From an optimization exercise on the open Yosys and OpenROAD flow, aimed at small area, a short achievable clock period and few clock cycles per item; shortcuts taken in it are not production practice.
At most, simulation tests tie the RTL to the original design; equivalence was not proved.
Power figures rest on the tool's default switching activity, not on a simulated workload.

== rev 12 ==
## udptl_encoder
module udptl_encoder (
    input  wire        clk,
    input  wire        rst,
    input  wire        cmd_valid,
    output wire        cmd_ready,
    input  wire [5:0]  cmd_len,
    input  wire [1:0]  cfg_mode,
    input  wire [3:0]  cfg_span,
    input  wire [3:0]  cfg_entries,
    input  wire [15:0] cfg_far_max,
    input  wire        in_valid,
    output wire        in_ready,
    input  wire [7:0]  in_data,
    output wire        out_valid,
    input  wire        out_ready,
    output wire [7:0]  out_data,
    output wire        out_last,
    output wire        resp_valid,
    output wire [7:0]  resp_status,
    output wire [15:0] resp_seq,
    output wire [3:0]  resp_kept,
    output wire [9:0]  resp_len
);
For scale: about 4,800 flip-flops.
clock: 12.0 ns
lec_check: 0
cap_margin: 20
core_margin: 2
core_utilization: 60
cts_cluster_diameter: 60
cts_cluster_size: 28
place_density: 0.72
slew_margin: 20
standard.sh (not shown) runs the stock make flow with config.mk's settings and CLKGATE_MAP_FILE= SYNTH_SCRIPT=/design/flow/synth_recipe.tcl, a recipe that flattens the netlist after the stock synthesis.
==> flow/flow/run.sh <==
#!/bin/bash
set -euo pipefail
bash standard.sh SETUP_SLACK_MARGIN=8.4 finish > orfs_flow.log 2>&1
Testbench counts of rev 12, summed over its fixed seeds: cycles 96,739, items 1,280.
The inputs of rev 13 differ from those of rev 12 as listed below.
--- a/flow/design.v
+++ b/flow/design.v
@@ -144,13 +144,12 @@
     reg        bv_v;
     reg [5:0]  bv;
     reg        bok;
     reg [3:0]  bcnt;
     reg [3:0]  kept;
     reg [9:0]  olen;
-    reg [10:0] room;            
     reg [15:0] mask0;
     reg [23:0] elen_arr;
     assign cmd_ready   = c_rdy;
     assign in_ready    = in_rdy;
     assign out_valid   = p_v;
     assign out_data    = p_d;
@@ -555,13 +554,12 @@
                 PL_INIT: begin
                     kept  <= 4'd0;
                     bok   <= 1'b1;
                     bcnt  <= 4'd0;
                     mask0 <= 16'd0;
                     olen  <= {4'd0, a_len} + (a_fec ? 10'd7 : 10'd5);
-                    room  <= {1'b0, a_far} - {5'd0, a_len} - (a_fec ? 11'd7 : 11'd5);
                     pm <= 4'd0;
                     pj <= 4'd1;
                     pscan_end <= 1'b0;
                     pc <= pc_c;
                     ps <= ps_c;
                     ptr   <= ptr_c;
@@ -605,15 +603,14 @@
                             pmax <= (lv_first || lv > pmax) ? lv : pmax;
                         end
                     end
                     if (bv_v) begin
                         bcnt <= bcnt + 4'd1;
                         if (bok) begin
-                            if (!room[10] && room[9:0] > {4'd0, bv}) begin
+                            if (olen_n <= a_far) begin
                                 olen <= olen_n;
-                                room <= room + {5'h1F, ~bv};
                                 kept <= kept + 4'd1;
                                 elen_arr[kept[1:0]*6 +: 6] <= bv;
                             end else begin
                                 bok <= 1'b0;
                             end
                         end
[summary]
Rev 13 against rev 12: first-iteration DRC count up 62; maximum net fanout on the critical path up 1; share of total power in combinational logic up 0.6 points.
Compared to rev 12, rev 13 leaves less free space in the core.
Met3 layer wire length in the routed design: lower on rev 12
Looking at top layer used by detailed routing, the met5 result is from rev 13; the met4 one comes from rev 12.
In the metrics for rev 12 and rev 13, the one carrying the lower multi-input gate share of the layout cell area is rev 13.
Testbench counts of rev 13, summed over its fixed seeds: cycles 96,739, items 1,280.

========
Another version of the RTL of udptl_encoder (not shown whole).
For scale: ~8800 cells after synthesis, about 4700 flip-flops, roughly 96 I/O pins, about 130000 um2 of cells after synthesis.
==> flow/config.mk <==
export PLATFORM = sky130hd
export DESIGN_NAME = udptl_encoder
export DESIGN_NICKNAME = udptl_encoder
export VERILOG_FILES = /design/flow/design.v
export SDC_FILE = /design/flow/constraint.sdc
export NUM_CORES = 4
export LEC_CHECK = 0
export CAP_MARGIN = 20
export CORE_MARGIN = 2
export CORE_UTILIZATION = 65
export CTS_CLUSTER_DIAMETER = 60
export CTS_CLUSTER_SIZE = 28
export PLACE_DENSITY = 0.75
export SLEW_MARGIN = 20
==> flow/constraint.sdc <==
create_clock -name core_clock -period 12.0 [get_ports {clk}]
set_input_delay 2.4000 -clock core_clock [delete_from_list [all_inputs] [get_ports {clk}]]
set_output_delay 2.4000 -clock core_clock [all_outputs]
set_load 0.01 [all_outputs]
==> flow/flow/run.sh <==
#!/bin/bash
set -euo pipefail
bash standard.sh SETUP_SLACK_MARGIN=9 finish > orfs_flow.log 2>&1
Testbench counts at the start, summed over its fixed seeds: cycles 97,335, items 1,280.
Rerun with:
--- a/flow/design.v
+++ b/flow/design.v
@@ -104,18 +104,16 @@
     reg [9:0]  a_far;           
     reg [3:0]  em;
     reg [3:0]  eslot;           
     reg [5:0]  cel;             
     reg        lastel;          
     reg        o_v;
     reg [7:0]  o_d;
     reg        o_l;
-    reg        o_lr;            
-    reg        c_rdy;           
     reg        k_v;
     reg [7:0]  k_d;
     reg        k_l;
     reg        pr_v;            
     reg        r_v;
     reg [2:0]  r_st;
     reg [15:0] r_seq;
     reg [3:0]  r_kept;
@@ -135,17 +133,17 @@
     reg        bv_v;
     reg [5:0]  bv;
     reg        bok;
     reg [3:0]  bcnt;
     reg [3:0]  kept;
     reg [9:0]  olen;
     reg [15:0] mask0;
     reg [23:0] elen_arr;
-    assign cmd_ready   = c_rdy;
+    assign cmd_ready   = ~q_valid;
     assign in_ready    = in_rdy;
     assign out_valid   = o_v;
     assign out_data    = o_d;
     assign out_last    = o_l;
     assign resp_valid  = r_v;
     assign resp_status = {5'd0, r_st};
     assign resp_seq    = r_seq;
     assign resp_kept   = r_kept;
@@ -283,23 +281,20 @@
     wire rf_pop  = pfire & ((state == S_PAY) | (state == S_ED));
     wire can_act = q_valid & q_age & q_wtaken & ~q_actd;
     wire act_err = (q_st != 3'd0);
     wire finish_ok  = pfire & plast;
     wire finish_err = (state == S_ERESP) & ~pr_v & ~w_on_a;
     wire act = can_act & ((state == S_IDLE) | finish_ok | finish_err);
     wire o_free = ~o_v | out_ready;
     wire o_fire = o_v & out_ready;
-    wire pr_v_n = finish_ok | (pr_v & ~(o_fire & o_lr));
     always @(posedge clk) begin
         if (rst) begin
             G       <= 5'd0;
             q_valid <= 1'b0;
-            c_rdy   <= 1'b1;
-            o_lr    <= 1'b0;
             w_busy  <= 1'b0;
             w_rem   <= 6'd0;
             wseq    <= 4'd0;
             in_rdy  <= 1'b0;
             in_q_v  <= 1'b0;
             rd      <= RD_IDLE;
             rf_cnt  <= 0;
             rf_wr   <= 0;
@@ -309,23 +304,18 @@
             seq     <= 16'd0;
             sent    <= 5'd0;
             o_v     <= 1'b0;
             k_v     <= 1'b0;
             pr_v    <= 1'b0;
             r_v     <= 1'b0;
         end else begin
             G <= G + 5'd1;
-            if (accept) begin
-                q_valid <= 1'b1;
-                c_rdy   <= 1'b0;
-            end else if (q_wtaken & q_rtaken & (q_actd | act)) begin
-                q_valid <= 1'b0;
-                c_rdy   <= 1'b1;
-            end
+            if (accept) q_valid <= 1'b1;
+            else if (q_wtaken & q_rtaken & (q_actd | act)) q_valid <= 1'b0;
             in_q_v <= in_fire;
             if (w_take) begin
                 w_busy <= 1'b1;
                 w_rem  <= q_len;
                 if (q_st == 3'd0) wseq <= wseq + 4'd1;
                 in_rdy <= (q_len != 6'd0) & ((q_st != 3'd0) | (G2[1:0] == 2'b00));
             end else begin
                 if (in_fire) w_rem <= w_rem - 6'd1;
@@ -373,19 +363,19 @@
                     o_v <= 1'b1;
                     k_v <= 1'b0;
                 end else begin
                     o_v <= pfire;
                 end
             end else if (pfire) begin
                 k_v <= 1'b1;
             end
-            r_v  <= (o_fire & o_lr) | finish_err;
-            pr_v <= pr_v_n;
-            if (o_free) o_lr <= (k_v ? k_l : plast) & pr_v_n;
+            r_v <= (pr_v & o_fire & o_l) | finish_err;
+            if (finish_ok) pr_v <= 1'b1;
+            else if (o_fire & o_l) pr_v <= 1'b0;
         end
     end
     always @(posedge clk) begin
         if (accept) begin
             q_age    <= 1'b0;
             q_wtaken <= 1'b0;
             q_rtaken <= 1'b0;
             q_actd   <= 1'b0;
Outcome: Routed wire length stays flat. Power drops by 0.52%. Synthesized area barely changes. Design area climbs by 0.34%. Hold slack loses 51 ps. Register-to-register slack gains 50 ps. Clock skew climbs by 31 ps. Synthesized cell count barely changes. Die area is about the same.
Only the layout flow was run in the second run of this note; the RTL was not checked for function there.

## separate check: timing with driven ports
Ports are ideal in the flow. The routed layouts listed here were re-timed in OpenROAD. Step 1 (the two cells are an assumption about what drives the block):
set clk [get_ports {clk}]
set_driving_cell -lib_cell sky130_fd_sc_hd__clkbuf_16 $clk
set_driving_cell -lib_cell sky130_fd_sc_hd__buf_2 [delete_from_list [all_inputs] $clk]
Step 2, shift: input delay + t, output delay - t, t = (earliest + latest rising clock arrival at the registers) / 2. This alone moves slack from input paths to output paths. Slacks: ideal / step 1 / step 2; pairs: ideal / step 1.
| run | t (ns) | slack for setup (ns) | worst hold slack (ns) | worst data-port slew with drivers (ns) |
|---|---|---|---|---|
| rev 12 | 0.952 | 8.223 / 8.134 / 7.650 | 0.292 / 0.292 / 0.292 | 0.05 |
| rev 13 | 0.957 | 8.230 / 8.143 / 7.751 | 0.302 / 0.302 / 0.302 | 0.05 |
| the first run of note 2 | 0.952 | 8.167 / 8.081 / 8.253 | 0.317 / 0.317 / 0.317 | 0.05 |
| the second run of note 2 | 0.974 | 8.171 / 8.079 / 8.238 | 0.266 / 0.266 / 0.266 | 0.04 |
After both steps every run listed still meets setup and hold. For rev 12, which loses most, drivers alone change the setup slack by -0.089 ns; drivers and shift together by -0.573 ns.
